Context: an optimization exercise on an open-source flow, tuned for small area, a short achievable clock period and few clock cycles per item. The choices shown serve that exercise and are no tape-out recipe. Function was checked by simulation only, so behaviour that the tests miss may differ from the original. Power and IR drop assume default switching activity.

==> design/flow/design.v <==
module drum_mixer #(
    parameter N_VOICES       = 8,
    parameter NUM_DRUMS      = 16,
    parameter BUF_SIZE       = 256,
    parameter BASE_THRESHOLD = 100,
    parameter HARDEST_HIT    = 1200
) (
    input  wire        clk,
    input  wire        rst,
    input  wire        cmd_valid,
    output reg         cmd_ready,
    input  wire [47:0] cmd_word,
    input  wire        rf_valid,
    output reg         rf_ready,
    input  wire [15:0] rf_word,
    output reg         rf_done,
    output wire        srom_rd,
    output wire [7:0]  srom_drum,
    output wire [31:0] srom_pos,
    input  wire [15:0] srom_data,
    input  wire [31:0] srom_len,
    output reg         ob_we,
    output reg         ob_buf,
    output reg  [9:0]  ob_idx,
    output reg  [15:0] ob_data,
    output reg         idle,
    output reg         err,
    output wire [7:0]  nactive,
    output wire [31:0] sample_clk
);
    localparam DIV_STEPS = 2;                   
    localparam DIVISOR   = HARDEST_HIT - BASE_THRESHOLD;
    function [31:0] inc32(input [31:0] x);
        reg [31:0] c;
        integer n;
        begin
            c[0]  = 1'b1;
            for (n = 1; n < 16; n = n + 1)
                c[n] = c[n-1] & x[n-1];
            c[16] = &x[15:0];
            for (n = 17; n < 32; n = n + 1)
                c[n] = c[n-1] & x[n-1];
            inc32 = x ^ c;
        end
    endfunction
    reg [7:0]  act;
    reg [3:0]  v_drum [0:7];
    reg [11:0] v_vel  [0:7];
    reg [31:0] v_pos  [0:7];
    reg [7:0]  nz;                   
    reg [7:0]  ge [0:7];             
    reg [3:0]  nact_r;
    reg [31:0] S;                    
    reg        c_go;                 
    reg        c_pend;               
    reg        c_trig;               
    reg        c_init;               
    reg [3:0]  c_cnt;                
    reg [3:0]  c_op;
    reg        c_z0, c_b0, c_idlo;   
    reg [3:0]  c_id;
    reg [15:0] c_l;                  
    reg [10:0] c_r;                  
    reg        c_sat0, c_sat1;
    reg        rq_go;                
    reg        rq_zt;                
    reg        mixing;
    reg        open;                 
    reg [9:0]  left;                 
    reg        cur_b;
    reg [7:0]  done;                 
    reg        r_val, r_rd, r_first, r_emit, r_done, r_b;
    reg [2:0]  r_v;
    reg [3:0]  r_drum;
    reg [31:0] r_pos;
    reg        d_val, d_rd, d_first, d_emit, d_done, d_b;
    reg [2:0]  d_v;
    reg [31:0] d_p1;
    reg        m_val, m_rd, m_first, m_emit, m_done, m_b;
    reg [2:0]  m_v;
    reg [7:0]  m_eq;                 
    reg [15:0] m_data;
    reg [11:0] m_vel;
    reg [18:0] acc_s, acc_c;
    reg        acc_i;
    reg        w_first;              
    assign sample_clk = S;
    assign nactive    = {4'd0, nact_r};
    assign srom_rd    = r_rd;
    assign srom_drum  = {4'd0, r_drum};
    assign srom_pos   = r_pos;
    wire cmd_acc = cmd_valid && cmd_ready;
    wire is_nop   = (c_op == 4'd0) && c_z0 && c_idlo && (c_id == 4'd0) &&
                    (c_l == 16'd0) && c_b0;
    wire is_trig  = c_z0 && (c_op == 4'h1) && c_b0;
    wire is_trign = c_z0 && (c_op == 4'h2) && c_b0 && (c_l[15:12] == 4'd0);
    wire cmd_illegal = !(is_nop || is_trig || is_trign);
    wire cmd_alloc   = (is_trig || is_trign) && c_idlo;
    reg [10:0] dv_r;
    reg [11:0] dv_l;
    reg [11:0] dv_t;
    integer ds;
    always @(*) begin
        dv_r = c_r;
        dv_l = c_l[11:0];
        for (ds = 0; ds < DIV_STEPS; ds = ds + 1) begin
            dv_t = {dv_r, dv_l[11]};
            if (dv_t >= DIVISOR) begin
                dv_r = dv_t - DIVISOR;
                dv_l = {dv_l[10:0], 1'b1};
            end else begin
                dv_r = dv_t[10:0];
                dv_l = {dv_l[10:0], 1'b0};
            end
        end
    end
    wire [10:0] y0 = c_l[10:0] - (BASE_THRESHOLD + 1);
    wire        div_busy = c_init || (c_cnt != 4'd0);
    wire [11:0] new_vel = !c_trig ? c_l[11:0] :
                          c_sat0  ? 12'd0 :
                          c_sat1  ? 12'hFFF : c_l[11:0];
    wire rf_acc = rf_valid && rf_ready;
    wire rf_illegal = rq_zt || (left > BUF_SIZE);
    wire rf_run = !rf_illegal && (left != 10'd0);
    wire       kill   = m_rd && (m_eq == 8'hFF);
    wire [7:0] kill_v = kill ? (8'd1 << m_v) : 8'd0;
    wire [7:0] act_e  = act & ~kill_v;
    wire [7:0] oh_r = r_rd ? (8'd1 << r_v) : 8'd0;
    wire [7:0] oh_d = d_rd ? (8'd1 << d_v) : 8'd0;
    wire [7:0] infl = oh_r | oh_d;
    wire [7:0] rem  = act_e & ~done;
    wire       samp_end = !open || (rem == 8'd0);
    wire [7:0] cand = (samp_end ? act_e : rem) & ~infl;
    wire [7:0] pick_oh = cand & (~cand + 8'd1);
    wire [2:0] pick = {|pick_oh[7:4], |{pick_oh[7:6], pick_oh[3:2]},
                       |{pick_oh[7], pick_oh[5], pick_oh[3], pick_oh[1]}};
    reg [31:0] pick_pos;
    reg [3:0]  pick_drum;
    integer pi;
    always @(*) begin
        pick_pos  = 32'd0;
        pick_drum = 4'd0;
        for (pi = 0; pi < 8; pi = pi + 1) begin
            pick_pos  = pick_pos  | (v_pos[pi]  & {32{pick_oh[pi]}});
            pick_drum = pick_drum | (v_drum[pi] & {4{pick_oh[pi]}});
        end
    end
    wire f_new   = mixing && samp_end && (left != 10'd0) &&
                   ((cand != 8'd0) || (act_e == 8'd0));
    wire f_rd    = mixing && (cand != 8'd0) && (!samp_end || (left != 10'd0));
    wire f_flush = mixing && samp_end && (left == 10'd0);
    reg [7:0] is_max;
    integer ii, jj;
    always @(*) begin
        for (ii = 0; ii < 8; ii = ii + 1) begin
            is_max[ii] = 1'b1;
            for (jj = 0; jj < 8; jj = jj + 1) begin
                if (jj > ii && !ge[ii][jj]) is_max[ii] = 1'b0;
                if (jj < ii &&  ge[jj][ii]) is_max[ii] = 1'b0;
            end
        end
    end
    wire [7:0] slot_set = (act_e != 8'hFF) ? ~act_e : is_max;
    reg [2:0] slot;
    integer si;
    always @(*) begin
        slot = 3'd0;
        for (si = 7; si >= 0; si = si - 1)
            if (slot_set[si]) slot = si[2:0];
    end
    wire do_exec = c_pend && !div_busy && !mixing && (infl == 8'd0);
    wire c_go_n   = cmd_acc;
    wire c_pend_n = c_go ? cmd_alloc : (c_pend && !do_exec);
    wire rq_go_n  = rf_acc;
    wire mixing_n = (rq_go && rf_run) || (mixing && !f_flush);
    reg [11:0] d_vel;
    integer vi;
    always @(*) begin
        d_vel = 12'd0;
        for (vi = 0; vi < 8; vi = vi + 1)
            d_vel = d_vel | (v_vel[vi] & {12{d_v == vi}});
    end
    wire [15:0] s  = m_data;
    wire [11:0] v  = m_vel;
    wire [18:0] as = acc_s & {19{!m_first}};
    wire [18:0] ac = acc_c & {19{!m_first}};
    wire        ai = acc_i & !m_first;
    wire [30:0] tx, ty;
    wire t1 = (s[1] & v[11]) ^ (s[2] & v[10]) ^ (s[3] & v[9]);
    wire t2 = ((s[1] & v[11]) & (s[2] & v[10])) | ((s[1] & v[11]) & (s[3] & v[9])) | ((s[2] & v[10]) & (s[3] & v[9]));
    wire t3 = (s[2] & v[11]) ^ (s[3] & v[10]) ^ (s[4] & v[9]);
    wire t4 = ((s[2] & v[11]) & (s[3] & v[10])) | ((s[2] & v[11]) & (s[4] & v[9])) | ((s[3] & v[10]) & (s[4] & v[9]));
    wire t5 = (s[3] & v[11]) ^ (s[4] & v[10]) ^ (s[5] & v[9]);
    wire t6 = ((s[3] & v[11]) & (s[4] & v[10])) | ((s[3] & v[11]) & (s[5] & v[9])) | ((s[4] & v[10]) & (s[5] & v[9]));
    wire t7 = (s[4] & v[11]) ^ (s[5] & v[10]) ^ (s[6] & v[9]);
    wire t8 = ((s[4] & v[11]) & (s[5] & v[10])) | ((s[4] & v[11]) & (s[6] & v[9])) | ((s[5] & v[10]) & (s[6] & v[9]));
    wire t9 = (s[7] & v[8]) ^ (s[8] & v[7]);
    wire t10 = (s[7] & v[8]) & (s[8] & v[7]);
    wire t11 = (s[5] & v[11]) ^ (s[6] & v[10]) ^ (s[7] & v[9]);
    wire t12 = ((s[5] & v[11]) & (s[6] & v[10])) | ((s[5] & v[11]) & (s[7] & v[9])) | ((s[6] & v[10]) & (s[7] & v[9]));
    wire t13 = (s[0] & v[9]) ^ (s[1] & v[8]);
    wire t14 = (s[0] & v[9]) & (s[1] & v[8]);
    wire t15 = (s[0] & v[10]) ^ (s[1] & v[9]) ^ (s[2] & v[8]);
    wire t16 = ((s[0] & v[10]) & (s[1] & v[9])) | ((s[0] & v[10]) & (s[2] & v[8])) | ((s[1] & v[9]) & (s[2] & v[8]));
    wire t17 = (s[3] & v[7]) ^ (s[4] & v[6]);
    wire t18 = (s[3] & v[7]) & (s[4] & v[6]);
    wire t19 = (s[0] & v[11]) ^ (s[1] & v[10]) ^ (s[2] & v[9]);
    wire t20 = ((s[0] & v[11]) & (s[1] & v[10])) | ((s[0] & v[11]) & (s[2] & v[9])) | ((s[1] & v[10]) & (s[2] & v[9]));
    wire t21 = (s[3] & v[8]) ^ (s[4] & v[7]) ^ (s[5] & v[6]);
    wire t22 = ((s[3] & v[8]) & (s[4] & v[7])) | ((s[3] & v[8]) & (s[5] & v[6])) | ((s[4] & v[7]) & (s[5] & v[6]));
    wire t23 = (s[6] & v[5]) ^ (s[7] & v[4]);
    wire t24 = (s[6] & v[5]) & (s[7] & v[4]);
    wire t25 = (s[4] & v[8]) ^ (s[5] & v[7]) ^ (s[6] & v[6]);
    wire t26 = ((s[4] & v[8]) & (s[5] & v[7])) | ((s[4] & v[8]) & (s[6] & v[6])) | ((s[5] & v[7]) & (s[6] & v[6]));
    wire t27 = (s[7] & v[5]) ^ (s[8] & v[4]) ^ (s[9] & v[3]);
    wire t28 = ((s[7] & v[5]) & (s[8] & v[4])) | ((s[7] & v[5]) & (s[9] & v[3])) | ((s[8] & v[4]) & (s[9] & v[3]));
    wire t29 = (s[10] & v[2]) ^ (s[11] & v[1]) ^ (s[12] & v[0]);
    wire t30 = ((s[10] & v[2]) & (s[11] & v[1])) | ((s[10] & v[2]) & (s[12] & v[0])) | ((s[11] & v[1]) & (s[12] & v[0]));
    wire t31 = as[0] ^ ac[0];
    wire t32 = as[0] & ac[0];
    wire t33 = (s[5] & v[8]) ^ (s[6] & v[7]) ^ (s[7] & v[6]);
    wire t34 = ((s[5] & v[8]) & (s[6] & v[7])) | ((s[5] & v[8]) & (s[7] & v[6])) | ((s[6] & v[7]) & (s[7] & v[6]));
    wire t35 = (s[8] & v[5]) ^ (s[9] & v[4]) ^ (s[10] & v[3]);
    wire t36 = ((s[8] & v[5]) & (s[9] & v[4])) | ((s[8] & v[5]) & (s[10] & v[3])) | ((s[9] & v[4]) & (s[10] & v[3]));
    wire t37 = (s[11] & v[2]) ^ (s[12] & v[1]) ^ (s[13] & v[0]);
    wire t38 = ((s[11] & v[2]) & (s[12] & v[1])) | ((s[11] & v[2]) & (s[13] & v[0])) | ((s[12] & v[1]) & (s[13] & v[0]));
    wire t39 = as[1] ^ ac[1] ^ t2;
    wire t40 = (as[1] & ac[1]) | (as[1] & t2) | (ac[1] & t2);
    wire t41 = (s[6] & v[8]) ^ (s[7] & v[7]) ^ (s[8] & v[6]);
    wire t42 = ((s[6] & v[8]) & (s[7] & v[7])) | ((s[6] & v[8]) & (s[8] & v[6])) | ((s[7] & v[7]) & (s[8] & v[6]));
    wire t43 = (s[9] & v[5]) ^ (s[10] & v[4]) ^ (s[11] & v[3]);
    wire t44 = ((s[9] & v[5]) & (s[10] & v[4])) | ((s[9] & v[5]) & (s[11] & v[3])) | ((s[10] & v[4]) & (s[11] & v[3]));
    wire t45 = (s[12] & v[2]) ^ (s[13] & v[1]) ^ (s[14] & v[0]);
    wire t46 = ((s[12] & v[2]) & (s[13] & v[1])) | ((s[12] & v[2]) & (s[14] & v[0])) | ((s[13] & v[1]) & (s[14] & v[0]));
    wire t47 = as[2] ^ ac[2] ^ t4;
    wire t48 = (as[2] & ac[2]) | (as[2] & t4) | (ac[2] & t4);
    wire t49 = (s[9] & v[6]) ^ (s[10] & v[5]) ^ (s[11] & v[4]);
    wire t50 = ((s[9] & v[6]) & (s[10] & v[5])) | ((s[9] & v[6]) & (s[11] & v[4])) | ((s[10] & v[5]) & (s[11] & v[4]));
    wire t51 = (s[12] & v[3]) ^ (s[13] & v[2]) ^ (s[14] & v[1]);
    wire t52 = ((s[12] & v[3]) & (s[13] & v[2])) | ((s[12] & v[3]) & (s[14] & v[1])) | ((s[13] & v[2]) & (s[14] & v[1]));
    wire t53 = ~(s[15] & v[0]) ^ 1'b1 ^ as[3];
    wire t54 = (~(s[15] & v[0]) & 1'b1) | (~(s[15] & v[0]) & as[3]) | (1'b1 & as[3]);
    wire t55 = ac[3] ^ t6 ^ t7;
    wire t56 = (ac[3] & t6) | (ac[3] & t7) | (t6 & t7);
    wire t57 = (s[8] & v[8]) ^ (s[9] & v[7]) ^ (s[10] & v[6]);
    wire t58 = ((s[8] & v[8]) & (s[9] & v[7])) | ((s[8] & v[8]) & (s[10] & v[6])) | ((s[9] & v[7]) & (s[10] & v[6]));
    wire t59 = (s[11] & v[5]) ^ (s[12] & v[4]) ^ (s[13] & v[3]);
    wire t60 = ((s[11] & v[5]) & (s[12] & v[4])) | ((s[11] & v[5]) & (s[13] & v[3])) | ((s[12] & v[4]) & (s[13] & v[3]));
    wire t61 = (s[14] & v[2]) ^ ~(s[15] & v[1]) ^ as[4];
    wire t62 = ((s[14] & v[2]) & ~(s[15] & v[1])) | ((s[14] & v[2]) & as[4]) | (~(s[15] & v[1]) & as[4]);
    wire t63 = ac[4] ^ t8 ^ t10;
    wire t64 = (ac[4] & t8) | (ac[4] & t10) | (t8 & t10);
    wire t65 = (s[6] & v[11]) ^ (s[7] & v[10]) ^ (s[8] & v[9]);
    wire t66 = ((s[6] & v[11]) & (s[7] & v[10])) | ((s[6] & v[11]) & (s[8] & v[9])) | ((s[7] & v[10]) & (s[8] & v[9]));
    wire t67 = (s[9] & v[8]) ^ (s[10] & v[7]) ^ (s[11] & v[6]);
    wire t68 = ((s[9] & v[8]) & (s[10] & v[7])) | ((s[9] & v[8]) & (s[11] & v[6])) | ((s[10] & v[7]) & (s[11] & v[6]));
    wire t69 = (s[12] & v[5]) ^ (s[13] & v[4]) ^ (s[14] & v[3]);
    wire t70 = ((s[12] & v[5]) & (s[13] & v[4])) | ((s[12] & v[5]) & (s[14] & v[3])) | ((s[13] & v[4]) & (s[14] & v[3]));
    wire t71 = ~(s[15] & v[2]) ^ as[5] ^ ac[5];
    wire t72 = (~(s[15] & v[2]) & as[5]) | (~(s[15] & v[2]) & ac[5]) | (as[5] & ac[5]);
    wire t73 = (s[7] & v[11]) ^ (s[8] & v[10]) ^ (s[9] & v[9]);
    wire t74 = ((s[7] & v[11]) & (s[8] & v[10])) | ((s[7] & v[11]) & (s[9] & v[9])) | ((s[8] & v[10]) & (s[9] & v[9]));
    wire t75 = (s[10] & v[8]) ^ (s[11] & v[7]) ^ (s[12] & v[6]);
    wire t76 = ((s[10] & v[8]) & (s[11] & v[7])) | ((s[10] & v[8]) & (s[12] & v[6])) | ((s[11] & v[7]) & (s[12] & v[6]));
    wire t77 = (s[13] & v[5]) ^ (s[14] & v[4]) ^ ~(s[15] & v[3]);
    wire t78 = ((s[13] & v[5]) & (s[14] & v[4])) | ((s[13] & v[5]) & ~(s[15] & v[3])) | ((s[14] & v[4]) & ~(s[15] & v[3]));
    wire t79 = (s[8] & v[11]) ^ (s[9] & v[10]) ^ (s[10] & v[9]);
    wire t80 = ((s[8] & v[11]) & (s[9] & v[10])) | ((s[8] & v[11]) & (s[10] & v[9])) | ((s[9] & v[10]) & (s[10] & v[9]));
    wire t81 = (s[11] & v[8]) ^ (s[12] & v[7]) ^ (s[13] & v[6]);
    wire t82 = ((s[11] & v[8]) & (s[12] & v[7])) | ((s[11] & v[8]) & (s[13] & v[6])) | ((s[12] & v[7]) & (s[13] & v[6]));
    wire t83 = (s[9] & v[11]) ^ (s[10] & v[10]) ^ (s[11] & v[9]);
    wire t84 = ((s[9] & v[11]) & (s[10] & v[10])) | ((s[9] & v[11]) & (s[11] & v[9])) | ((s[10] & v[10]) & (s[11] & v[9]));
    wire t85 = (s[0] & v[6]) ^ (s[1] & v[5]);
    wire t86 = (s[0] & v[6]) & (s[1] & v[5]);
    wire t87 = (s[0] & v[7]) ^ (s[1] & v[6]) ^ (s[2] & v[5]);
    wire t88 = ((s[0] & v[7]) & (s[1] & v[6])) | ((s[0] & v[7]) & (s[2] & v[5])) | ((s[1] & v[6]) & (s[2] & v[5]));
    wire t89 = (s[3] & v[4]) ^ (s[4] & v[3]);
    wire t90 = (s[3] & v[4]) & (s[4] & v[3]);
    wire t91 = (s[0] & v[8]) ^ (s[1] & v[7]) ^ (s[2] & v[6]);
    wire t92 = ((s[0] & v[8]) & (s[1] & v[7])) | ((s[0] & v[8]) & (s[2] & v[6])) | ((s[1] & v[7]) & (s[2] & v[6]));
    wire t93 = (s[3] & v[5]) ^ (s[4] & v[4]) ^ (s[5] & v[3]);
    wire t94 = ((s[3] & v[5]) & (s[4] & v[4])) | ((s[3] & v[5]) & (s[5] & v[3])) | ((s[4] & v[4]) & (s[5] & v[3]));
    wire t95 = (s[6] & v[2]) ^ (s[7] & v[1]);
    wire t96 = (s[6] & v[2]) & (s[7] & v[1]);
    wire t97 = (s[2] & v[7]) ^ (s[3] & v[6]) ^ (s[4] & v[5]);
    wire t98 = ((s[2] & v[7]) & (s[3] & v[6])) | ((s[2] & v[7]) & (s[4] & v[5])) | ((s[3] & v[6]) & (s[4] & v[5]));
    wire t99 = (s[5] & v[4]) ^ (s[6] & v[3]) ^ (s[7] & v[2]);
    wire t100 = ((s[5] & v[4]) & (s[6] & v[3])) | ((s[5] & v[4]) & (s[7] & v[2])) | ((s[6] & v[3]) & (s[7] & v[2]));
    wire t101 = (s[8] & v[1]) ^ (s[9] & v[0]) ^ t13;
    wire t102 = ((s[8] & v[1]) & (s[9] & v[0])) | ((s[8] & v[1]) & t13) | ((s[9] & v[0]) & t13);
    wire t103 = (s[5] & v[5]) ^ (s[6] & v[4]) ^ (s[7] & v[3]);
    wire t104 = ((s[5] & v[5]) & (s[6] & v[4])) | ((s[5] & v[5]) & (s[7] & v[3])) | ((s[6] & v[4]) & (s[7] & v[3]));
    wire t105 = (s[8] & v[2]) ^ (s[9] & v[1]) ^ (s[10] & v[0]);
    wire t106 = ((s[8] & v[2]) & (s[9] & v[1])) | ((s[8] & v[2]) & (s[10] & v[0])) | ((s[9] & v[1]) & (s[10] & v[0]));
    wire t107 = t14 ^ t15 ^ t17;
    wire t108 = (t14 & t15) | (t14 & t17) | (t15 & t17);
    wire t109 = (s[8] & v[3]) ^ (s[9] & v[2]) ^ (s[10] & v[1]);
    wire t110 = ((s[8] & v[3]) & (s[9] & v[2])) | ((s[8] & v[3]) & (s[10] & v[1])) | ((s[9] & v[2]) & (s[10] & v[1]));
    wire t111 = (s[11] & v[0]) ^ t16 ^ t18;
    wire t112 = ((s[11] & v[0]) & t16) | ((s[11] & v[0]) & t18) | (t16 & t18);
    wire t113 = t19 ^ t21 ^ t23;
    wire t114 = (t19 & t21) | (t19 & t23) | (t21 & t23);
    wire t115 = ai ^ t1 ^ t20;
    wire t116 = (ai & t1) | (ai & t20) | (t1 & t20);
    wire t117 = t22 ^ t24 ^ t25;
    wire t118 = (t22 & t24) | (t22 & t25) | (t24 & t25);
    wire t119 = t27 ^ t29 ^ t31;
    wire t120 = (t27 & t29) | (t27 & t31) | (t29 & t31);
    wire t121 = t3 ^ t26 ^ t28;
    wire t122 = (t3 & t26) | (t3 & t28) | (t26 & t28);
    wire t123 = t30 ^ t32 ^ t33;
    wire t124 = (t30 & t32) | (t30 & t33) | (t32 & t33);
    wire t125 = t35 ^ t37 ^ t39;
    wire t126 = (t35 & t37) | (t35 & t39) | (t37 & t39);
    wire t127 = t5 ^ t34 ^ t36;
    wire t128 = (t5 & t34) | (t5 & t36) | (t34 & t36);
    wire t129 = t38 ^ t40 ^ t41;
    wire t130 = (t38 & t40) | (t38 & t41) | (t40 & t41);
    wire t131 = t43 ^ t45 ^ t47;
    wire t132 = (t43 & t45) | (t43 & t47) | (t45 & t47);
    wire t133 = t9 ^ t42 ^ t44;
    wire t134 = (t9 & t42) | (t9 & t44) | (t42 & t44);
    wire t135 = t46 ^ t48 ^ t49;
    wire t136 = (t46 & t48) | (t46 & t49) | (t48 & t49);
    wire t137 = t51 ^ t53 ^ t55;
    wire t138 = (t51 & t53) | (t51 & t55) | (t53 & t55);
    wire t139 = t11 ^ t50 ^ t52;
    wire t140 = (t11 & t50) | (t11 & t52) | (t50 & t52);
    wire t141 = t54 ^ t56 ^ t57;
    wire t142 = (t54 & t56) | (t54 & t57) | (t56 & t57);
    wire t143 = t59 ^ t61 ^ t63;
    wire t144 = (t59 & t61) | (t59 & t63) | (t61 & t63);
    wire t145 = t12 ^ t58 ^ t60;
    wire t146 = (t12 & t58) | (t12 & t60) | (t58 & t60);
    wire t147 = t62 ^ t64 ^ t65;
    wire t148 = (t62 & t64) | (t62 & t65) | (t64 & t65);
    wire t149 = t67 ^ t69 ^ t71;
    wire t150 = (t67 & t69) | (t67 & t71) | (t69 & t71);
    wire t151 = as[6] ^ ac[6] ^ t66;
    wire t152 = (as[6] & ac[6]) | (as[6] & t66) | (ac[6] & t66);
    wire t153 = t68 ^ t70 ^ t72;
    wire t154 = (t68 & t70) | (t68 & t72) | (t70 & t72);
    wire t155 = t73 ^ t75 ^ t77;
    wire t156 = (t73 & t75) | (t73 & t77) | (t75 & t77);
    wire t157 = (s[14] & v[5]) ^ ~(s[15] & v[4]) ^ as[7];
    wire t158 = ((s[14] & v[5]) & ~(s[15] & v[4])) | ((s[14] & v[5]) & as[7]) | (~(s[15] & v[4]) & as[7]);
    wire t159 = ac[7] ^ t74 ^ t76;
    wire t160 = (ac[7] & t74) | (ac[7] & t76) | (t74 & t76);
    wire t161 = t78 ^ t79 ^ t81;
    wire t162 = (t78 & t79) | (t78 & t81) | (t79 & t81);
    wire t163 = (s[12] & v[8]) ^ (s[13] & v[7]) ^ (s[14] & v[6]);
    wire t164 = ((s[12] & v[8]) & (s[13] & v[7])) | ((s[12] & v[8]) & (s[14] & v[6])) | ((s[13] & v[7]) & (s[14] & v[6]));
    wire t165 = ~(s[15] & v[5]) ^ as[8] ^ ac[8];
    wire t166 = (~(s[15] & v[5]) & as[8]) | (~(s[15] & v[5]) & ac[8]) | (as[8] & ac[8]);
    wire t167 = t80 ^ t82 ^ t83;
    wire t168 = (t80 & t82) | (t80 & t83) | (t82 & t83);
    wire t169 = (s[10] & v[11]) ^ (s[11] & v[10]) ^ (s[12] & v[9]);
    wire t170 = ((s[10] & v[11]) & (s[11] & v[10])) | ((s[10] & v[11]) & (s[12] & v[9])) | ((s[11] & v[10]) & (s[12] & v[9]));
    wire t171 = (s[13] & v[8]) ^ (s[14] & v[7]) ^ ~(s[15] & v[6]);
    wire t172 = ((s[13] & v[8]) & (s[14] & v[7])) | ((s[13] & v[8]) & ~(s[15] & v[6])) | ((s[14] & v[7]) & ~(s[15] & v[6]));
    wire t173 = as[9] ^ ac[9] ^ t84;
    wire t174 = (as[9] & ac[9]) | (as[9] & t84) | (ac[9] & t84);
    wire t175 = (s[11] & v[11]) ^ (s[12] & v[10]) ^ (s[13] & v[9]);
    wire t176 = ((s[11] & v[11]) & (s[12] & v[10])) | ((s[11] & v[11]) & (s[13] & v[9])) | ((s[12] & v[10]) & (s[13] & v[9]));
    wire t177 = (s[14] & v[8]) ^ ~(s[15] & v[7]) ^ as[10];
    wire t178 = ((s[14] & v[8]) & ~(s[15] & v[7])) | ((s[14] & v[8]) & as[10]) | (~(s[15] & v[7]) & as[10]);
    wire t179 = (s[12] & v[11]) ^ (s[13] & v[10]) ^ (s[14] & v[9]);
    wire t180 = ((s[12] & v[11]) & (s[13] & v[10])) | ((s[12] & v[11]) & (s[14] & v[9])) | ((s[13] & v[10]) & (s[14] & v[9]));
    wire t181 = (s[0] & v[4]) ^ (s[1] & v[3]);
    wire t182 = (s[0] & v[4]) & (s[1] & v[3]);
    wire t183 = (s[0] & v[5]) ^ (s[1] & v[4]) ^ (s[2] & v[3]);
    wire t184 = ((s[0] & v[5]) & (s[1] & v[4])) | ((s[0] & v[5]) & (s[2] & v[3])) | ((s[1] & v[4]) & (s[2] & v[3]));
    wire t185 = (s[3] & v[2]) ^ (s[4] & v[1]);
    wire t186 = (s[3] & v[2]) & (s[4] & v[1]);
    wire t187 = (s[2] & v[4]) ^ (s[3] & v[3]) ^ (s[4] & v[2]);
    wire t188 = ((s[2] & v[4]) & (s[3] & v[3])) | ((s[2] & v[4]) & (s[4] & v[2])) | ((s[3] & v[3]) & (s[4] & v[2]));
    wire t189 = (s[5] & v[1]) ^ (s[6] & v[0]) ^ t85;
    wire t190 = ((s[5] & v[1]) & (s[6] & v[0])) | ((s[5] & v[1]) & t85) | ((s[6] & v[0]) & t85);
    wire t191 = (s[5] & v[2]) ^ (s[6] & v[1]) ^ (s[7] & v[0]);
    wire t192 = ((s[5] & v[2]) & (s[6] & v[1])) | ((s[5] & v[2]) & (s[7] & v[0])) | ((s[6] & v[1]) & (s[7] & v[0]));
    wire t193 = t86 ^ t87 ^ t89;
    wire t194 = (t86 & t87) | (t86 & t89) | (t87 & t89);
    wire t195 = (s[8] & v[0]) ^ t88 ^ t90;
    wire t196 = ((s[8] & v[0]) & t88) | ((s[8] & v[0]) & t90) | (t88 & t90);
    wire t197 = t91 ^ t93 ^ t95;
    wire t198 = (t91 & t93) | (t91 & t95) | (t93 & t95);
    wire t199 = t92 ^ t94 ^ t96;
    wire t200 = (t92 & t94) | (t92 & t96) | (t94 & t96);
    wire t201 = t97 ^ t99 ^ t101;
    wire t202 = (t97 & t99) | (t97 & t101) | (t99 & t101);
    wire t203 = t98 ^ t100 ^ t102;
    wire t204 = (t98 & t100) | (t98 & t102) | (t100 & t102);
    wire t205 = t103 ^ t105 ^ t107;
    wire t206 = (t103 & t105) | (t103 & t107) | (t105 & t107);
    wire t207 = t104 ^ t106 ^ t108;
    wire t208 = (t104 & t106) | (t104 & t108) | (t106 & t108);
    wire t209 = t109 ^ t111 ^ t113;
    wire t210 = (t109 & t111) | (t109 & t113) | (t111 & t113);
    wire t211 = t110 ^ t112 ^ t114;
    wire t212 = (t110 & t112) | (t110 & t114) | (t112 & t114);
    wire t213 = t115 ^ t117 ^ t119;
    wire t214 = (t115 & t117) | (t115 & t119) | (t117 & t119);
    wire t215 = t116 ^ t118 ^ t120;
    wire t216 = (t116 & t118) | (t116 & t120) | (t118 & t120);
    wire t217 = t121 ^ t123 ^ t125;
    wire t218 = (t121 & t123) | (t121 & t125) | (t123 & t125);
    wire t219 = t122 ^ t124 ^ t126;
    wire t220 = (t122 & t124) | (t122 & t126) | (t124 & t126);
    wire t221 = t127 ^ t129 ^ t131;
    wire t222 = (t127 & t129) | (t127 & t131) | (t129 & t131);
    wire t223 = t128 ^ t130 ^ t132;
    wire t224 = (t128 & t130) | (t128 & t132) | (t130 & t132);
    wire t225 = t133 ^ t135 ^ t137;
    wire t226 = (t133 & t135) | (t133 & t137) | (t135 & t137);
    wire t227 = t134 ^ t136 ^ t138;
    wire t228 = (t134 & t136) | (t134 & t138) | (t136 & t138);
    wire t229 = t139 ^ t141 ^ t143;
    wire t230 = (t139 & t141) | (t139 & t143) | (t141 & t143);
    wire t231 = t140 ^ t142 ^ t144;
    wire t232 = (t140 & t142) | (t140 & t144) | (t142 & t144);
    wire t233 = t145 ^ t147 ^ t149;
    wire t234 = (t145 & t147) | (t145 & t149) | (t147 & t149);
    wire t235 = t146 ^ t148 ^ t150;
    wire t236 = (t146 & t148) | (t146 & t150) | (t148 & t150);
    wire t237 = t151 ^ t153 ^ t155;
    wire t238 = (t151 & t153) | (t151 & t155) | (t153 & t155);
    wire t239 = t152 ^ t154 ^ t156;
    wire t240 = (t152 & t154) | (t152 & t156) | (t154 & t156);
    wire t241 = t157 ^ t159 ^ t161;
    wire t242 = (t157 & t159) | (t157 & t161) | (t159 & t161);
    wire t243 = t158 ^ t160 ^ t162;
    wire t244 = (t158 & t160) | (t158 & t162) | (t160 & t162);
    wire t245 = t163 ^ t165 ^ t167;
    wire t246 = (t163 & t165) | (t163 & t167) | (t165 & t167);
    wire t247 = t164 ^ t166 ^ t168;
    wire t248 = (t164 & t166) | (t164 & t168) | (t166 & t168);
    wire t249 = t169 ^ t171 ^ t173;
    wire t250 = (t169 & t171) | (t169 & t173) | (t171 & t173);
    wire t251 = ac[10] ^ t170 ^ t172;
    wire t252 = (ac[10] & t170) | (ac[10] & t172) | (t170 & t172);
    wire t253 = t174 ^ t175 ^ t177;
    wire t254 = (t174 & t175) | (t174 & t177) | (t175 & t177);
    wire t255 = ~(s[15] & v[8]) ^ as[11] ^ ac[11];
    wire t256 = (~(s[15] & v[8]) & as[11]) | (~(s[15] & v[8]) & ac[11]) | (as[11] & ac[11]);
    wire t257 = t176 ^ t178 ^ t179;
    wire t258 = (t176 & t178) | (t176 & t179) | (t178 & t179);
    wire t259 = (s[13] & v[11]) ^ (s[14] & v[10]) ^ ~(s[15] & v[9]);
    wire t260 = ((s[13] & v[11]) & (s[14] & v[10])) | ((s[13] & v[11]) & ~(s[15] & v[9])) | ((s[14] & v[10]) & ~(s[15] & v[9]));
    wire t261 = as[12] ^ ac[12] ^ t180;
    wire t262 = (as[12] & ac[12]) | (as[12] & t180) | (ac[12] & t180);
    wire t263 = (s[14] & v[11]) ^ ~(s[15] & v[10]) ^ as[13];
    wire t264 = ((s[14] & v[11]) & ~(s[15] & v[10])) | ((s[14] & v[11]) & as[13]) | (~(s[15] & v[10]) & as[13]);
    wire t265 = (s[0] & v[3]) ^ (s[1] & v[2]);
    wire t266 = (s[0] & v[3]) & (s[1] & v[2]);
    wire t267 = (s[2] & v[2]) ^ (s[3] & v[1]) ^ (s[4] & v[0]);
    wire t268 = ((s[2] & v[2]) & (s[3] & v[1])) | ((s[2] & v[2]) & (s[4] & v[0])) | ((s[3] & v[1]) & (s[4] & v[0]));
    wire t269 = (s[5] & v[0]) ^ t182 ^ t183;
    wire t270 = ((s[5] & v[0]) & t182) | ((s[5] & v[0]) & t183) | (t182 & t183);
    wire t271 = t184 ^ t186 ^ t187;
    wire t272 = (t184 & t186) | (t184 & t187) | (t186 & t187);
    wire t273 = t188 ^ t190 ^ t191;
    wire t274 = (t188 & t190) | (t188 & t191) | (t190 & t191);
    wire t275 = t192 ^ t194 ^ t195;
    wire t276 = (t192 & t194) | (t192 & t195) | (t194 & t195);
    wire t277 = t196 ^ t198 ^ t199;
    wire t278 = (t196 & t198) | (t196 & t199) | (t198 & t199);
    wire t279 = t200 ^ t202 ^ t203;
    wire t280 = (t200 & t202) | (t200 & t203) | (t202 & t203);
    wire t281 = t204 ^ t206 ^ t207;
    wire t282 = (t204 & t206) | (t204 & t207) | (t206 & t207);
    wire t283 = t208 ^ t210 ^ t211;
    wire t284 = (t208 & t210) | (t208 & t211) | (t210 & t211);
    wire t285 = t212 ^ t214 ^ t215;
    wire t286 = (t212 & t214) | (t212 & t215) | (t214 & t215);
    wire t287 = t216 ^ t218 ^ t219;
    wire t288 = (t216 & t218) | (t216 & t219) | (t218 & t219);
    wire t289 = t220 ^ t222 ^ t223;
    wire t290 = (t220 & t222) | (t220 & t223) | (t222 & t223);
    wire t291 = t224 ^ t226 ^ t227;
    wire t292 = (t224 & t226) | (t224 & t227) | (t226 & t227);
    wire t293 = t228 ^ t230 ^ t231;
    wire t294 = (t228 & t230) | (t228 & t231) | (t230 & t231);
    wire t295 = t232 ^ t234 ^ t235;
    wire t296 = (t232 & t234) | (t232 & t235) | (t234 & t235);
    wire t297 = t236 ^ t238 ^ t239;
    wire t298 = (t236 & t238) | (t236 & t239) | (t238 & t239);
    wire t299 = t240 ^ t242 ^ t243;
    wire t300 = (t240 & t242) | (t240 & t243) | (t242 & t243);
    wire t301 = t244 ^ t246 ^ t247;
    wire t302 = (t244 & t246) | (t244 & t247) | (t246 & t247);
    wire t303 = t248 ^ t250 ^ t251;
    wire t304 = (t248 & t250) | (t248 & t251) | (t250 & t251);
    wire t305 = t252 ^ t254 ^ t255;
    wire t306 = (t252 & t254) | (t252 & t255) | (t254 & t255);
    wire t307 = t256 ^ t258 ^ t259;
    wire t308 = (t256 & t258) | (t256 & t259) | (t258 & t259);
    wire t309 = ac[13] ^ t260 ^ t262;
    wire t310 = (ac[13] & t260) | (ac[13] & t262) | (t260 & t262);
    wire t311 = ~(s[15] & v[11]) ^ as[14] ^ ac[14];
    wire t312 = (~(s[15] & v[11]) & as[14]) | (~(s[15] & v[11]) & ac[14]) | (as[14] & ac[14]);
    wire t313 = 1'b1 ^ as[15];
    wire t314 = 1'b1 & as[15];
    wire t315 = 1'b1 ^ as[16];
    wire t316 = 1'b1 & as[16];
    wire t317 = 1'b1 ^ as[17];
    wire t318 = 1'b1 & as[17];
    wire t319 = 1'b1 ^ as[18];
    wire t320 = 1'b1 & as[18];
    wire t321 = (s[0] & v[2]) ^ (s[1] & v[1]);
    wire t322 = (s[0] & v[2]) & (s[1] & v[1]);
    wire t323 = (s[2] & v[1]) ^ (s[3] & v[0]) ^ t265;
    wire t324 = ((s[2] & v[1]) & (s[3] & v[0])) | ((s[2] & v[1]) & t265) | ((s[3] & v[0]) & t265);
    wire t325 = t181 ^ t266 ^ t267;
    wire t326 = (t181 & t266) | (t181 & t267) | (t266 & t267);
    wire t327 = t185 ^ t268 ^ t269;
    wire t328 = (t185 & t268) | (t185 & t269) | (t268 & t269);
    wire t329 = t189 ^ t270 ^ t271;
    wire t330 = (t189 & t270) | (t189 & t271) | (t270 & t271);
    wire t331 = t193 ^ t272 ^ t273;
    wire t332 = (t193 & t272) | (t193 & t273) | (t272 & t273);
    wire t333 = t197 ^ t274 ^ t275;
    wire t334 = (t197 & t274) | (t197 & t275) | (t274 & t275);
    wire t335 = t201 ^ t276 ^ t277;
    wire t336 = (t201 & t276) | (t201 & t277) | (t276 & t277);
    wire t337 = t205 ^ t278 ^ t279;
    wire t338 = (t205 & t278) | (t205 & t279) | (t278 & t279);
    wire t339 = t209 ^ t280 ^ t281;
    wire t340 = (t209 & t280) | (t209 & t281) | (t280 & t281);
    wire t341 = t213 ^ t282 ^ t283;
    wire t342 = (t213 & t282) | (t213 & t283) | (t282 & t283);
    wire t343 = t217 ^ t284 ^ t285;
    wire t344 = (t217 & t284) | (t217 & t285) | (t284 & t285);
    wire t345 = t221 ^ t286 ^ t287;
    wire t346 = (t221 & t286) | (t221 & t287) | (t286 & t287);
    wire t347 = t225 ^ t288 ^ t289;
    wire t348 = (t225 & t288) | (t225 & t289) | (t288 & t289);
    wire t349 = t229 ^ t290 ^ t291;
    wire t350 = (t229 & t290) | (t229 & t291) | (t290 & t291);
    wire t351 = t233 ^ t292 ^ t293;
    wire t352 = (t233 & t292) | (t233 & t293) | (t292 & t293);
    wire t353 = t237 ^ t294 ^ t295;
    wire t354 = (t237 & t294) | (t237 & t295) | (t294 & t295);
    wire t355 = t241 ^ t296 ^ t297;
    wire t356 = (t241 & t296) | (t241 & t297) | (t296 & t297);
    wire t357 = t245 ^ t298 ^ t299;
    wire t358 = (t245 & t298) | (t245 & t299) | (t298 & t299);
    wire t359 = t249 ^ t300 ^ t301;
    wire t360 = (t249 & t300) | (t249 & t301) | (t300 & t301);
    wire t361 = t253 ^ t302 ^ t303;
    wire t362 = (t253 & t302) | (t253 & t303) | (t302 & t303);
    wire t363 = t257 ^ t304 ^ t305;
    wire t364 = (t257 & t304) | (t257 & t305) | (t304 & t305);
    wire t365 = t261 ^ t306 ^ t307;
    wire t366 = (t261 & t306) | (t261 & t307) | (t306 & t307);
    wire t367 = t263 ^ t308 ^ t309;
    wire t368 = (t263 & t308) | (t263 & t309) | (t308 & t309);
    wire t369 = t264 ^ t310 ^ t311;
    wire t370 = (t264 & t310) | (t264 & t311) | (t310 & t311);
    wire t371 = ac[15] ^ t312 ^ t313;
    wire t372 = (ac[15] & t312) | (ac[15] & t313) | (t312 & t313);
    wire t373 = ac[16] ^ t314 ^ t315;
    wire t374 = (ac[16] & t314) | (ac[16] & t315) | (t314 & t315);
    wire t375 = ac[17] ^ t316 ^ t317;
    wire t376 = (ac[17] & t316) | (ac[17] & t317) | (t316 & t317);
    wire t377 = ac[18] ^ t318 ^ t319;
    wire t378 = (ac[18] & t318) | (ac[18] & t319) | (t318 & t319);
    assign tx[0] = (s[0] & v[0]);
    assign ty[0] = 1'b0;
    assign tx[1] = (s[0] & v[1]);
    assign ty[1] = (s[1] & v[0]);
    assign tx[2] = (s[2] & v[0]);
    assign ty[2] = t321;
    assign tx[3] = t322;
    assign ty[3] = t323;
    assign tx[4] = t324;
    assign ty[4] = t325;
    assign tx[5] = t326;
    assign ty[5] = t327;
    assign tx[6] = t328;
    assign ty[6] = t329;
    assign tx[7] = t330;
    assign ty[7] = t331;
    assign tx[8] = t332;
    assign ty[8] = t333;
    assign tx[9] = t334;
    assign ty[9] = t335;
    assign tx[10] = t336;
    assign ty[10] = t337;
    assign tx[11] = t338;
    assign ty[11] = t339;
    assign tx[12] = t340;
    assign ty[12] = t341;
    assign tx[13] = t342;
    assign ty[13] = t343;
    assign tx[14] = t344;
    assign ty[14] = t345;
    assign tx[15] = t346;
    assign ty[15] = t347;
    assign tx[16] = t348;
    assign ty[16] = t349;
    assign tx[17] = t350;
    assign ty[17] = t351;
    assign tx[18] = t352;
    assign ty[18] = t353;
    assign tx[19] = t354;
    assign ty[19] = t355;
    assign tx[20] = t356;
    assign ty[20] = t357;
    assign tx[21] = t358;
    assign ty[21] = t359;
    assign tx[22] = t360;
    assign ty[22] = t361;
    assign tx[23] = t362;
    assign ty[23] = t363;
    assign tx[24] = t364;
    assign ty[24] = t365;
    assign tx[25] = t366;
    assign ty[25] = t367;
    assign tx[26] = t368;
    assign ty[26] = t369;
    assign tx[27] = t370;
    assign ty[27] = t371;
    assign tx[28] = t372;
    assign ty[28] = t373;
    assign tx[29] = t374;
    assign ty[29] = t375;
    assign tx[30] = t376;
    assign ty[30] = t377;
    wire        lo_c = ({1'b0, tx[11:0]} + {1'b0, ty[11:0]}) >> 12;
    wire [18:0] acc  = acc_s + acc_c + {18'd0, acc_i};
    wire        sat_hi  = !acc[18] && (acc[17:11] != 7'h00);
    wire        sat_lo  =  acc[18] && (acc[17:11] != 7'h7F);
    wire [11:0] mix     = sat_hi ? 12'h7FF : sat_lo ? 12'h800 : acc[11:0];
    always @(posedge clk) begin
        if (rst) begin
            cmd_ready <= 1'b1;
            rf_ready  <= 1'b1;
            c_go      <= 1'b0;
            c_pend    <= 1'b0;
            c_init    <= 1'b0;
            c_cnt     <= 4'd0;
            rq_go     <= 1'b0;
            mixing    <= 1'b0;
            err       <= 1'b0;
            S         <= 32'd0;
            act       <= 8'd0;
            r_val     <= 1'b0;
            r_rd      <= 1'b0;
            d_val     <= 1'b0;
            d_rd      <= 1'b0;
            m_val     <= 1'b0;
            m_rd      <= 1'b0;
            m_first   <= 1'b0;
            m_vel     <= 12'd0;
            ob_we     <= 1'b0;
            rf_done   <= 1'b0;
            w_first   <= 1'b1;
            idle      <= 1'b0;
        end else begin
            cmd_ready <= !c_pend_n && !c_go_n;
            rf_ready  <= !mixing_n && !c_pend_n && !c_go_n && !rq_go_n;
            c_go      <= c_go_n;
            c_pend    <= c_pend_n;
            rq_go     <= rq_go_n;
            mixing    <= mixing_n;
            if ((c_go && cmd_illegal) || (rq_go && rf_illegal))
                err <= 1'b1;
            if (c_go) begin
                c_init <= cmd_alloc && is_trig;
            end else if (c_init) begin
                c_init <= 1'b0;
                c_cnt  <= 4'd12 / DIV_STEPS;
            end else if (c_cnt != 4'd0) begin
                c_cnt  <= c_cnt - 4'd1;
            end
            if (f_new)
                S <= inc32(S);
            act <= act_e;
            if (do_exec)
                act[slot] <= 1'b1;
            r_val   <= f_new || f_rd || f_flush || (rq_go && !rf_run);
            r_rd    <= f_rd;
            d_val   <= r_val;
            d_rd    <= r_rd;
            m_val   <= d_val;
            m_rd    <= d_rd;
            m_first <= d_val && d_first;
            m_vel   <= d_rd ? d_vel : 12'd0;
            ob_we   <= m_val && m_emit;
            rf_done <= m_val && m_done;
            if (m_val && m_emit)
                w_first <= 1'b0;
            if (m_val && m_done)
                w_first <= 1'b1;
            idle <= !mixing && !c_pend && !c_go && !rq_go && !r_val && !d_val &&
                    !m_val && !cmd_acc && !rf_acc;
        end
    end
    integer q;
    always @(posedge clk) begin
        if (cmd_acc) begin
            c_op   <= cmd_word[47:44];
            c_z0   <= (cmd_word[43:40] == 4'd0);
            c_idlo <= (cmd_word[39:36] == 4'd0);
            c_id   <= cmd_word[35:32];
            c_b0   <= (cmd_word[15:0] == 16'd0);
        end
        if (c_init) begin
            c_sat0 <= (c_l <= BASE_THRESHOLD);
            c_sat1 <= (c_l >= HARDEST_HIT);
            c_r    <= y0;
        end else if (c_cnt != 4'd0) begin
            c_r    <= dv_r;
        end
        if (c_init)
            c_l    <= {4'd0, 1'b1, ~y0};
        else if (c_cnt != 4'd0)
            c_l    <= {4'd0, dv_l};
        else if (cmd_acc)
            c_l    <= cmd_word[31:16];
        if (c_go)
            c_trig <= is_trig;
        if (rf_acc) begin
            left  <= rf_word[9:0];
            rq_zt <= (rf_word[14:10] != 5'd0);
            cur_b <= rf_word[15];
        end
        if (rq_go)
            open <= 1'b0;
        if (f_new) begin
            open <= 1'b1;
            left <= left - 10'd1;
            done <= 8'd0;
        end
        if (f_rd) begin
            if (!samp_end) done <= done | pick_oh;
            else           done <= pick_oh;
        end
        if (d_rd)
            nz[d_v] <= 1'b1;
        for (q = 0; q < 8; q = q + 1)
            if ((do_exec && slot == q) || (d_rd && d_v == q))
                v_pos[q] <= d_rd ? d_p1 : 32'd0;
        if (do_exec) begin
            nz[slot]     <= 1'b0;
            v_drum[slot] <= c_id;
            v_vel[slot]  <= new_vel;
            for (q = 0; q < 8; q = q + 1) begin
                if (q < slot) ge[q][slot] <= 1'b1;
                if (q > slot) ge[slot][q] <= !nz[q];
            end
        end
        nact_r <= act[0] + act[1] + act[2] + act[3] + act[4] + act[5] + act[6] + act[7];
        r_first <= f_new;
        r_emit  <= (f_new && open) || f_flush;
        r_done  <= f_flush || (rq_go && !rf_run);
        r_b     <= cur_b;
        r_v     <= pick;
        r_drum  <= pick_drum;
        r_pos   <= pick_pos;
        d_first <= r_first;
        d_emit  <= r_emit;
        d_done  <= r_done;
        d_b     <= r_b;
        d_v     <= r_v;
        d_p1    <= inc32(r_pos);
        m_emit  <= d_emit;
        m_done  <= d_done;
        m_b     <= d_b;
        m_v     <= d_v;
        m_data  <= srom_data;
        for (q = 0; q < 8; q = q + 1)
            m_eq[q] <= (srom_len[4*q +: 4] == d_p1[4*q +: 4]);
        acc_s   <= tx[30:12];
        acc_c   <= ty[30:12];
        acc_i   <= lo_c;
        ob_buf  <= m_b;
        ob_data <= {4'b0011, ~mix[11], mix[10:0]};
        if (m_val && m_emit)
            ob_idx <= w_first ? 10'd0 : inc32({22'd0, ob_idx});
    end
endmodule
==> design/flow/flow/run.sh <==
#!/bin/bash
# The standard layout, with the port buffers made from buf_2 cells instead of
# the flow's default (a slow delay buffer).  Everything else is standard.sh.
set -euo pipefail
bash standard.sh "BUFFER_PORTS_ARGS=-buffer_cell sky130_fd_sc_hd__buf_2" finish > make_finish.log 2>&1
==> design/flow/standard.sh <==
#!/bin/bash
# synth_recipe.tcl (not shown) runs the flow's synth.tcl, then flattens the netlist and writes it again
# the make line also repeats each setting of config.mk as NAME=value (left out here)
make -C /OpenROAD-flow-scripts/flow DESIGN_CONFIG=/design/flow/config.mk WORK_HOME=/design/flow/orfs CLKGATE_MAP_FILE= SYNTH_SCRIPT=/design/flow/synth_recipe.tcl "${@:-finish}"
==> design/flow/config.mk <==
export PLATFORM = sky130hd
export DESIGN_NAME = drum_mixer
export DESIGN_NICKNAME = drum_mixer
export VERILOG_FILES = /design/flow/design.v
export SDC_FILE = /design/flow/constraint.sdc
export NUM_CORES = 4
export LEC_CHECK = 0
export CAP_MARGIN = 20
export CORE_MARGIN = 2
export CORE_UTILIZATION = 60
export SLEW_MARGIN = 20
==> design/flow/constraint.sdc <==
create_clock -name core_clock -period 26.0 [get_ports {clk}]
set_input_delay 5.2000 -clock core_clock [delete_from_list [all_inputs] [get_ports {clk}]]
set_output_delay 5.2000 -clock core_clock [all_outputs]
set_load 0.01 [all_outputs]
==> results of run 1 <==
## power breakdown
part / internal [mW] / total [mW] / switching, mW / leakage [nW]
sequential: 1.34 / 1.41 / 0.0682 / 6.01
clock: 0.673 / 1.14 / 0.467 / 1.30
combinational: 0.273 / 0.649 / 0.376 / 8.27
total: 2.29 / 3.20 / 0.912 / 15.6
## worst paths after layout
| check | endpoint | slack, ps |
|---|---|---|
| worst max-delay path | srom_rd | 19290 |
| worst min-delay path | m_b$_DFF_P_ | 330 |
| worst max register to register | v_vel[1][1]$_DFFE_PP_ | 20590 |
| worst min register to register | m_b$_DFF_P_ | 330 |
## logic make-up after synthesis
| group | count (synthesis) | synth area share, % |
|---|---|---|
| AND/OR/NAND/NOR | 836 | 12.5 |
| XOR/XNOR | 83 | 2.03 |
| adder cells (fa/ha/maj) | 304 | 14.3 |
| other | 2 | 0.0210 |
| buffers and inverters | 403 | 4.55 |
| multiplexers | 54 | 1.64 |
| flip-flops | 734 | 54.4 |
| AO/OA/AOI/OAI | 524 | 10.5 |
## metal layers
layer | wire length (um) | track usage (%) | vias up
met3 | 6350 | 4.97 | 153
li1 | - | - | 10800
met2 | 41400 | 46.0 | 936
met1 | 37600 | 40.8 | 12000
met4 | 2100 | 7.74 | 0
met5 | 0 | 0 | -
## sequential cells by signal, summed over array words and instances (netlist names), 11 cells and up
name,flops
v_pos,256
c_l,16
acc_s,19
m_data,16
ob_data,12
v_vel,96
d_p1,32
S,32
v_drum,32
m_vel,12
acc_c,19
c_r,11
r_pos,32
ge,28
## Yosys cell counts, drive strengths merged (39+ instances only)
master   number  area share, %
edfxtp      478             40
dfxtp       256             14
inv         237            2.5
nand2       191            2.0
fa          177            9.9
and2        176            3.1
clkbuf      127            1.3
ha          127            4.4
a21oi       112            1.6
nor2         96            1.0
nand3        93            1.3
nand2b       89            1.6
a22oi        70            1.5
o21ai        62           0.87
nor2b        48           0.84
xor2         48            1.2
a221oi       47            1.1
mux2i        41            1.1
o2111ai      39           0.95
## cell type report
class / count / area (um^2)
multi-input cells: 1813 / 14800
repair buffers: 259 / 1400
inverters: 239 / 900
flip-flops and latches: 734 / 19500
clock buffers: 105 / 2170
well taps: 773 / 967
fillers: 4386 / 18700
clock inverters: 38 / 504
## stage by stage
stage	hold WS [ps]	setup slack [ps]	instance area (um^2)	utilization (%)	cells
2_1_floorplan	310	19320	35900	-	2950
3_3_place_gp	310	18960	37600	63.7	3818
3_5_place_dp	313	18900	37600	63.7	3818
4_1_cts	327	19280	40300	68.2	3961
5_1_grt	333	19270	40300	68.2	3961
6_report	327	19290	40300	68.2	3961
## cell usage in the layout, fill, tap and decap left out, types with 14 or more instances in the layout
master / n
edfxtp_1: 478
dfxtp_1: 255
inv_1: 235
buf_2: 217
nand2_1: 191
fa_1: 177
and2_1: 175
ha_1: 127
a21oi_1: 111
nor2_1: 94
nand3_1: 92
nand2b_1: 89
clkbuf_16: 77
a22oi_1: 70
o21ai_0: 62
nor2b_1: 48
xor2_1: 48
a221oi_1: 46
buf_4: 42
mux2i_1: 41
o2111ai_1: 39
xnor2_1: 35
a21o_1: 33
nor3_1: 32
nor4_1: 28
o21a_1: 25
a222oi_1: 25
a31oi_1: 21
nand4_1: 19
clkbuf_1: 14
clkbuf_8: 14
==> metrics.md, run 1 <==
| Metric | Value |
|---|---|
| FP Rows | `between 80 and 90` |
| Tot Pwr | `between 3 and 4 mW` |
| Max_slew headroom | `between 30% and 40%` |
| P_leak | `about 16 nW` |
| Largest net degree at the start of global routing | `66` |
| Final hold viol count | `0` |
| Grt total ovfl | `0` |
| Worst slew pin tran | `about 1000 ps` |
| Post-Syn Instances | `about 2900` |
| Arr. time, crit path | `approximately 1500 ps` |
| Slowest CP cell | `dfxtp_1` |
| Worst-path cell chain | `buf_2` |
| Maxcap violations | `0` |
| Detail Route Antenna Nets | `0` |
| Avg Cell Area, Syn | `between 10 and 15 um^2` |
| Crit path depth | `1` |
| Syn. warnings | `2` |
| RR Startpoint | `d_v[2]$_DFF_P_` |
| Initial Util | `60.7%` |
| Vias in the first global route | `24100` |
| Max Slew Vio Count | `0` |
| Antenna diodes | `0` |
| Min-delay src | `d_b$_DFF_P_` |
| Resized cells post-CTS | `0` |
| Core footprint | `a little under 60000 um^2` |
| I/O pin count | `between 200 and 250` |
| Worst r2r path cells | `8` |
| Area Overhead vs Synth | `12.4%` |
| DR iter-0 viols | `2169` |
| Syn Std Cell Area | `around 36000 um^2` |
| Distinct cells, synth | `~90` |
| DP Wirelength | `between 50000 and 60000 um` |
| DR pass1 iterations | `6` |
| CP endpoint kind | `primary output` |
| Nets | `3544` |
| Unrepaired setup endpoints after global routing | `no` |
| Min cycle time layout | `between 6000 and 7000 ps` |
| Input/output buffers | `about 220` |
| Root buffer cell | `clkbuf_16` |
| Mean routed wirelength per cell | `22.1 um` |
| #FFs+latches synth | `around 730` |
| Buffers & Inverters on Critical Path | `1` |
| Die width | `~250 um` |
| First-pass GRT wire length | `roughly 140000 um` |
| Post CTS Setup Buffer Count | `0` |
| Worst Hold Path Cells | `0` |
| H-tree levels | `3` |
| Longest Clk Path Bufs | `3` |
| CTS Buf Count | `77` |
| Cts-stage hold buffer count | `0` |
| Outcome | `complete, no violations` |
| Initial antenna violation count | `0` |
| Clk sinks | `734` |
| HP Class | `reg2reg` |
| Routed vias/inst | `slightly above 6` |
| Seq/Total Area, Yosys | `between 50% and 60%` |
| Die extent in y | `about 250 um` |
| Critical Setup Path Class | `reg2out` |
| Most used DFF post-synth | `edfxtp_1` |
| Final Cycle Share | `~26%` |
| Gpl congestion | `~0.88` |
| Total Die Area | `61700 um^2` |
| Critical path startpoint | `r_rd$_SDFF_PP0_` |
| GR Util All Layers | `between 20 and 30%` |
| Pwr per Cell Area | `79.4 nW/um^2` |
| Clock latency (worst-skew pair) | `640 ps` |
| # setup viols final | `0` |
| Async SR Flop Fraction | `0%` |
| Setup_tns | `0 ps` |
| CTS tree | `done` |
| F_max | `149 MHz` |
| CP Launch Type | `flop` |
| Worst path max stage delay | `between 600 and 700 ps` |
| Reg clk slew, reported paths | `roughly 60 ps` |
| Worst-path fanout max | `8` |
| Final Skew | `28.8 ps` |
| Maximum vdd drop | `about 0.074 mV` |
| Layout cell share with drive strength beyond 1 | `between 10% and 20%` |
| Via Count | `about 24000` |
| DRT Wirelength | `87400 um` |
| Delay-heaviest family, CP | `flip-flops` |
| Worst EP required | `20800 ps` |
| Residual DRC | `0` |
| Number of synthesized flops with an enable pin | `478` |
Testbench counts, summed over its fixed seeds: cycles 129,290, items 24,576.
==> run 2, diff against run 1 <==
--- a/design/flow/design.v
+++ b/design/flow/design.v
@@ -72,3 +72,3 @@
     reg        r_val, r_rd, r_first, r_emit, r_done, r_b;
-    reg [2:0]  r_v;
+    reg [7:0]  r_oh;                 
     reg [3:0]  r_drum;
@@ -76,2 +76,3 @@
     reg        d_val, d_rd, d_first, d_emit, d_done, d_b;
+    reg [7:0]  d_oh;
     reg [2:0]  d_v;
@@ -88,3 +89,4 @@
     assign nactive    = {4'd0, nact_r};
-    assign srom_rd    = r_rd;
+    reg        srom_rd_q;            
+    assign srom_rd    = srom_rd_q;
     assign srom_drum  = {4'd0, r_drum};
@@ -127,5 +129,3 @@
     wire [7:0] act_e  = act & ~kill_v;
-    wire [7:0] oh_r = r_rd ? (8'd1 << r_v) : 8'd0;
-    wire [7:0] oh_d = d_rd ? (8'd1 << d_v) : 8'd0;
-    wire [7:0] infl = oh_r | oh_d;
+    wire [7:0] infl = r_oh | d_oh;
     wire [7:0] rem  = act_e & ~done;
@@ -180,3 +180,3 @@
         for (vi = 0; vi < 8; vi = vi + 1)
-            d_vel = d_vel | (v_vel[vi] & {12{d_v == vi}});
+            d_vel = d_vel | (v_vel[vi] & {12{d_oh[vi]}});
     end
@@ -629,3 +629,4 @@
     wire        lo_c = ({1'b0, tx[11:0]} + {1'b0, ty[11:0]}) >> 12;
-    wire [18:0] acc  = acc_s + acc_c + {18'd0, acc_i};
+    wire [19:0] acc_w = {acc_s, 1'b1} + {acc_c, acc_i};
+    wire [18:0] acc   = acc_w[19:1];
     wire        sat_hi  = !acc[18] && (acc[17:11] != 7'h00);
@@ -648,8 +649,8 @@
             r_rd      <= 1'b0;
+            srom_rd_q <= 1'b0;
+            r_oh      <= 8'd0;
             d_val     <= 1'b0;
             d_rd      <= 1'b0;
+            d_oh      <= 8'd0;
             m_val     <= 1'b0;
-            m_rd      <= 1'b0;
-            m_first   <= 1'b0;
-            m_vel     <= 12'd0;
             ob_we     <= 1'b0;
@@ -682,8 +683,8 @@
             r_rd    <= f_rd;
+            srom_rd_q <= f_rd;
+            r_oh    <= f_rd ? pick_oh : 8'd0;
             d_val   <= r_val;
             d_rd    <= r_rd;
+            d_oh    <= r_oh;
             m_val   <= d_val;
-            m_rd    <= d_rd;
-            m_first <= d_val && d_first;
-            m_vel   <= d_rd ? d_vel : 12'd0;
             ob_we   <= m_val && m_emit;
@@ -700,3 +701,3 @@
     always @(posedge clk) begin
-        if (cmd_acc) begin
+        if (cmd_ready) begin
             c_op   <= cmd_word[47:44];
@@ -718,3 +719,3 @@
             c_l    <= {4'd0, dv_l};
-        else if (cmd_acc)
+        else if (cmd_ready)
             c_l    <= cmd_word[31:16];
@@ -722,3 +723,3 @@
             c_trig <= is_trig;
-        if (rf_acc) begin
+        if (rf_ready) begin
             left  <= rf_word[9:0];
@@ -738,6 +739,5 @@
         end
-        if (d_rd)
-            nz[d_v] <= 1'b1;
+        nz <= nz | d_oh;
         for (q = 0; q < 8; q = q + 1)
-            if ((do_exec && slot == q) || (d_rd && d_v == q))
+            if ((do_exec && slot == q) || d_oh[q])
                 v_pos[q] <= d_rd ? d_p1 : 32'd0;
@@ -757,3 +757,2 @@
         r_b     <= cur_b;
-        r_v     <= pick;
         r_drum  <= pick_drum;
@@ -764,4 +763,8 @@
         d_b     <= r_b;
-        d_v     <= r_v;
+        d_v     <= {|r_oh[7:4], |{r_oh[7:6], r_oh[3:2]},
+                    |{r_oh[7], r_oh[5], r_oh[3], r_oh[1]}};
         d_p1    <= inc32(r_pos);
+        m_rd    <= d_rd;
+        m_first <= d_val && d_first;
+        m_vel   <= d_rd ? d_vel : 12'd0;
         m_emit  <= d_emit;
==> run 2 against run 1 <==
Against the previous run:
- first-iteration DRC count is 13% lower
- total power decreased by 2.7%
- largest cell class unchanged
- critical endpoint is now srom_pos[9]
- utilization grew 0.079 points
==> metrics.md, run 2 <==
| Metric | Value |
|---|---|
| FP Rows | `88 (was 89)` |
| Seq/Total Area, Yosys | `55.9% (was 54.4%)` |
| Routed vias/inst | `5.95 (was 6.03)` |
| Worst path max stage delay | `450 ps (was 650 ps)` |
| Final core utilization | `68.3% (was 68.2%)` |
| P_leak | `16.0 nW (was 15.6 nW)` |
| Top-count cell post-synth | `edfxtp_1 (unchanged)` |
| Area Overhead vs Synth | `12.0% (was 12.4%)` |
| H-tree levels | `3 (unchanged)` |
| Largest cells by area after synthesis | `edfxtp_1 (41%), dfxtp_1 (15%), fa_1 (10%) (was edfxtp_1 (40%), dfxtp_1 (14%), fa_1 (9.9%))` |
| Worst EP required | `20800 ps (about the same)` |
| Final hold viol count | `0 (unchanged)` |
| Delay-heaviest family, CP | `flip-flops (unchanged)` |
| CTS tree | `done (unchanged)` |
| Fill count | `4259 (was 4386)` |
| Clk sinks | `747 (was 734)` |
| Nets | `3447 (was 3544)` |
| Commonest non-fill, non-tap cell in the layout | `edfxtp_1 (unchanged)` |
| Input/output buffers | `217 (unchanged)` |
| Maxcap violations | `0 (unchanged)` |
| Worst-path fanout max | `3 (was 8)` |
| Die extent in y | `247 um (was 248 um)` |
| Vias in the first global route | `23400 (was 24100)` |
| Post CTS Setup Buffer Count | `0 (unchanged)` |
| Worst Hold Path Cells | `0 (unchanged)` |
| Longest Clk Path Bufs | `3 (unchanged)` |
| Critical Setup Path Class | `reg2out (unchanged)` |
| Unrepaired setup endpoints after global routing | `no (unchanged)` |
| Arr. time, crit path | `1240 ps (was 1510 ps)` |
| DRT Wirelength | `84300 um (was 87400 um)` |
| Largest family of logic cells by synthesized area | `adder cells (unchanged)` |
| HP Class | `reg2reg (unchanged)` |
| Max Slew Vio Count | `0 (unchanged)` |
| Reg clk slew, reported paths | `60 ps (about the same)` |
| Distinct cells, synth | `84 (was 92)` |
| Maximum vdd drop | `0.0893 mV (was 0.0745 mV)` |
| Synth Area in Compound Gates | `10.0% (was 10.5%)` |
| Most used DFF post-synth | `edfxtp_1 (unchanged)` |
| Mean routed wirelength per cell | `21.8 um (was 22.1 um)` |
| Max_slew headroom | `30.7% (was 30.9%)` |
| Synth area leader | `edfxtp_1 (unchanged)` |
| Avg Cell Area, Syn | `12.4 um^2 (was 12.2 um^2)` |
| Resized cells post-CTS | `0 (unchanged)` |
| Root buffer cell | `clkbuf_16 (unchanged)` |
| Detail Route Antenna Nets | `0 (unchanged)` |
| Max reg flops | `256 (unchanged)` |
| DP Wirelength | `54800 um (was 57300 um)` |
| Final Skew | `31.3 ps (was 28.8 ps)` |
| GR Util All Layers | `28.1% (was 28.7%)` |
| Total Die Area | `60800 um^2 (was 61700 um^2)` |
| #FFs+latches synth | `747 (was 734)` |
| Synth Area in XOR/XNOR | `1.98% (was 2.03%)` |
| # setup viols final | `0 (unchanged)` |
| Crit path depth | `1 (unchanged)` |
| Clock latency (worst-skew pair) | `620 ps (was 640 ps)` |
| Via Count | `23000 (was 23900)` |
| Hold slack | `327 ps (about the same)` |
| Slowest CP cell | `dfxtp_1 (unchanged)` |
| Synth Area in Adders | `14.3% (about the same)` |
| Reg2reg setup slack | `20500 ps (was 20590 ps)` |
| Core footprint | `57900 um^2 (was 59000 um^2)` |
| Biggest register | `v_pos (unchanged)` |
| Number of synthesized flops with an enable pin | `478 (unchanged)` |
| Final Cycle Share | `24.8% (was 25.8%)` |
| Min cycle time layout | `6440 ps (was 6710 ps)` |
| Cts-stage hold buffer count | `0 (unchanged)` |
| Die width | `247 um (was 248 um)` |
| Synth top area share | `40.6% (was 40.1%)` |
| Worst-path cell chain | `buf_2 (unchanged)` |
| Async SR Flop Fraction | `0% (unchanged)` |
| Residual DRC | `0 (unchanged)` |
| Setup_tns | `0 ps (unchanged)` |
| Post-Syn Instances | `2838 (was 2940)` |
| DR iter-0 viols | `1892 (was 2169)` |
| Simple-gate share of the synthesized area | `11.4% (was 12.5%)` |
| Initial Util | `61.0% (was 60.7%)` |
| First-pass GRT wire length | `131000 um (was 136000 um)` |
| Initial antenna violation count | `4 (was 0)` |
| Top Registers | `v_pos (256), v_vel (96) (unchanged)` |
| Worst slew pin tran | `1040 ps (was 1030 ps)` |
| Grt total ovfl | `0 (unchanged)` |
| Outcome | `complete, no violations (unchanged)` |
| Largest net degree at the start of global routing | `66 (unchanged)` |
| Syn. warnings | `2 (unchanged)` |
| Top post-synthesis cells by count | `edfxtp_1 (478), dfxtp_1 (269), inv_1 (268), nand2_1 (189), and2_1 (180) (was edfxtp_1 (478), dfxtp_1 (256), inv_1 (235), nand2_1 (191), fa_1 (177))` |
| Buffers & Inverters on Critical Path | `1 (unchanged)` |
| CP endpoint kind | `primary output (unchanged)` |
| Pwr per Cell Area | `78.6 nW/um^2 (was 79.4 nW/um^2)` |
| Multiplexer share of the synthesized area | `1.75% (was 1.64%)` |
| Worst r2r path cells | `10 (was 8)` |
| F_max | `155 MHz (was 149 MHz)` |
| Layout cell share with drive strength beyond 1 | `12.9% (was 13.3%)` |
| I/O pin count | `230 (unchanged)` |
| CP Launch Type | `flop (unchanged)` |
| Most frequent cells in the layout | `edfxtp_1 (478), dfxtp_1 (267), inv_1 (267) (was edfxtp_1 (478), dfxtp_1 (255), inv_1 (235))` |
| Gpl congestion | `0.878 (was 0.875)` |
| CTS Buf Count | `76 (was 77)` |
| Tot Pwr | `3.11 mW (was 3.20 mW)` |
| Syn Std Cell Area | `35300 um^2 (was 35800 um^2)` |
| DR pass1 iterations | `5 (was 6)` |
[run 2: changes by cell type in the layout (fill, tap and decap cells not counted), moves of 32 or more]
cell and change:
a21oi_1 -32, a2bb2oi_1 +35, inv_1 +32, nand2b_1 -55, nand3_1 -68, nor2_1 +56, o2111ai_1 -36, o211ai_1 +37
[run 2: path summary, 6_finish.rpt]
check	start	to
max	r_pos[9]$_DFF_P_	srom_pos[9]
min	d_b$_DFF_P_	m_b$_DFF_P_
max reg2reg	m_eq[2]$_DFF_P_	left[9]$_DFFE_PP_
min reg2reg	d_b$_DFF_P_	m_b$_DFF_P_
[run 2: layout make-up]
class | instances | area [um^2] | share of cell area, %
Sequential cell | 747 | 19700 | 49.9
Multi-Input combinational cell | 1693 | 14100 | 35.6
Clock buffer | 112 | 2140 | 5.40
Timing Repair Buffer | 246 | 1320 | 3.33
Inverter | 270 | 1010 | 2.56
Tap cell | 765 | 957 | 2.42
Clock inverter | 30 | 323 | 0.816
Antenna cell | 1 | 2.50 | 0.00633
[run 2: metrics by stage]
step,area [um^2],instances,worst slack (ps)
floorplan,35400,2848,19790
global placement,37100,3720,19040
detailed placement,37100,3720,19000
CTS,39500,3862,19550
global route,39600,3863,19510
finish,39600,3864,19560
[run 2: report_power, final]
| part | switching [mW] | internal [mW] |
|---|---|---|
| logic | 0.363 | 0.251 |
| clock network | 0.458 | 0.616 |
| registers | 0.0642 | 1.36 |
| total | 0.886 | 2.22 |
[run 2: cells by family after synthesis]
kind of cell / after synthesis
adders and majority gates: 297
xor gates and xnor gates: 80
AOI/OAI and AO/OA: 471
buffers and inverters: 408
DFF: 747
and+or+nand+nor: 773
other: 2
muxes: 60
[run 2: routing by layer]
layer  GRT usage [%]  wire (um)
met1            38.4      35600
met2            46.7      40700
met3            4.94       6120
met4            7.88       1840
met5               0         13
Testbench counts of run 2, summed over its fixed seeds: cycles 129,290, items 24,576.

-- port drivers added, routing unchanged --
How much do the figures lean on ideal ports? The routed layouts below were timed once more, with nothing changed but the port constraints. Step 1 (the two cells are an assumption about what drives the block):
set clk [get_ports {clk}]
set_driving_cell -lib_cell sky130_fd_sc_hd__clkbuf_16 $clk
set_driving_cell -lib_cell sky130_fd_sc_hd__buf_2 [delete_from_list [all_inputs] $clk]
Step 2 adds t to the input delays and takes it off the output delays; t is the mean of the earliest and latest rising clock arrival at the registers after step 1. Input paths then give back, and output paths get back, about the clock's delay inside the block. Three values: no drivers, after step 1, after step 2; two values: the first two.
| run | t, ns | setup slack, ns | worst setup path at the end |
|---|---|---|---|
| run 1 | 0.683 | 19.292 / 19.230 / 18.916 | input to register |
| run 2 | 0.671 | 19.560 / 19.498 / 19.034 | input to register |
After both steps setup and hold are still met in every run listed. The setup slack of run 2, which loses most, moves by -0.062 ns with the drivers and by -0.526 ns with both steps.
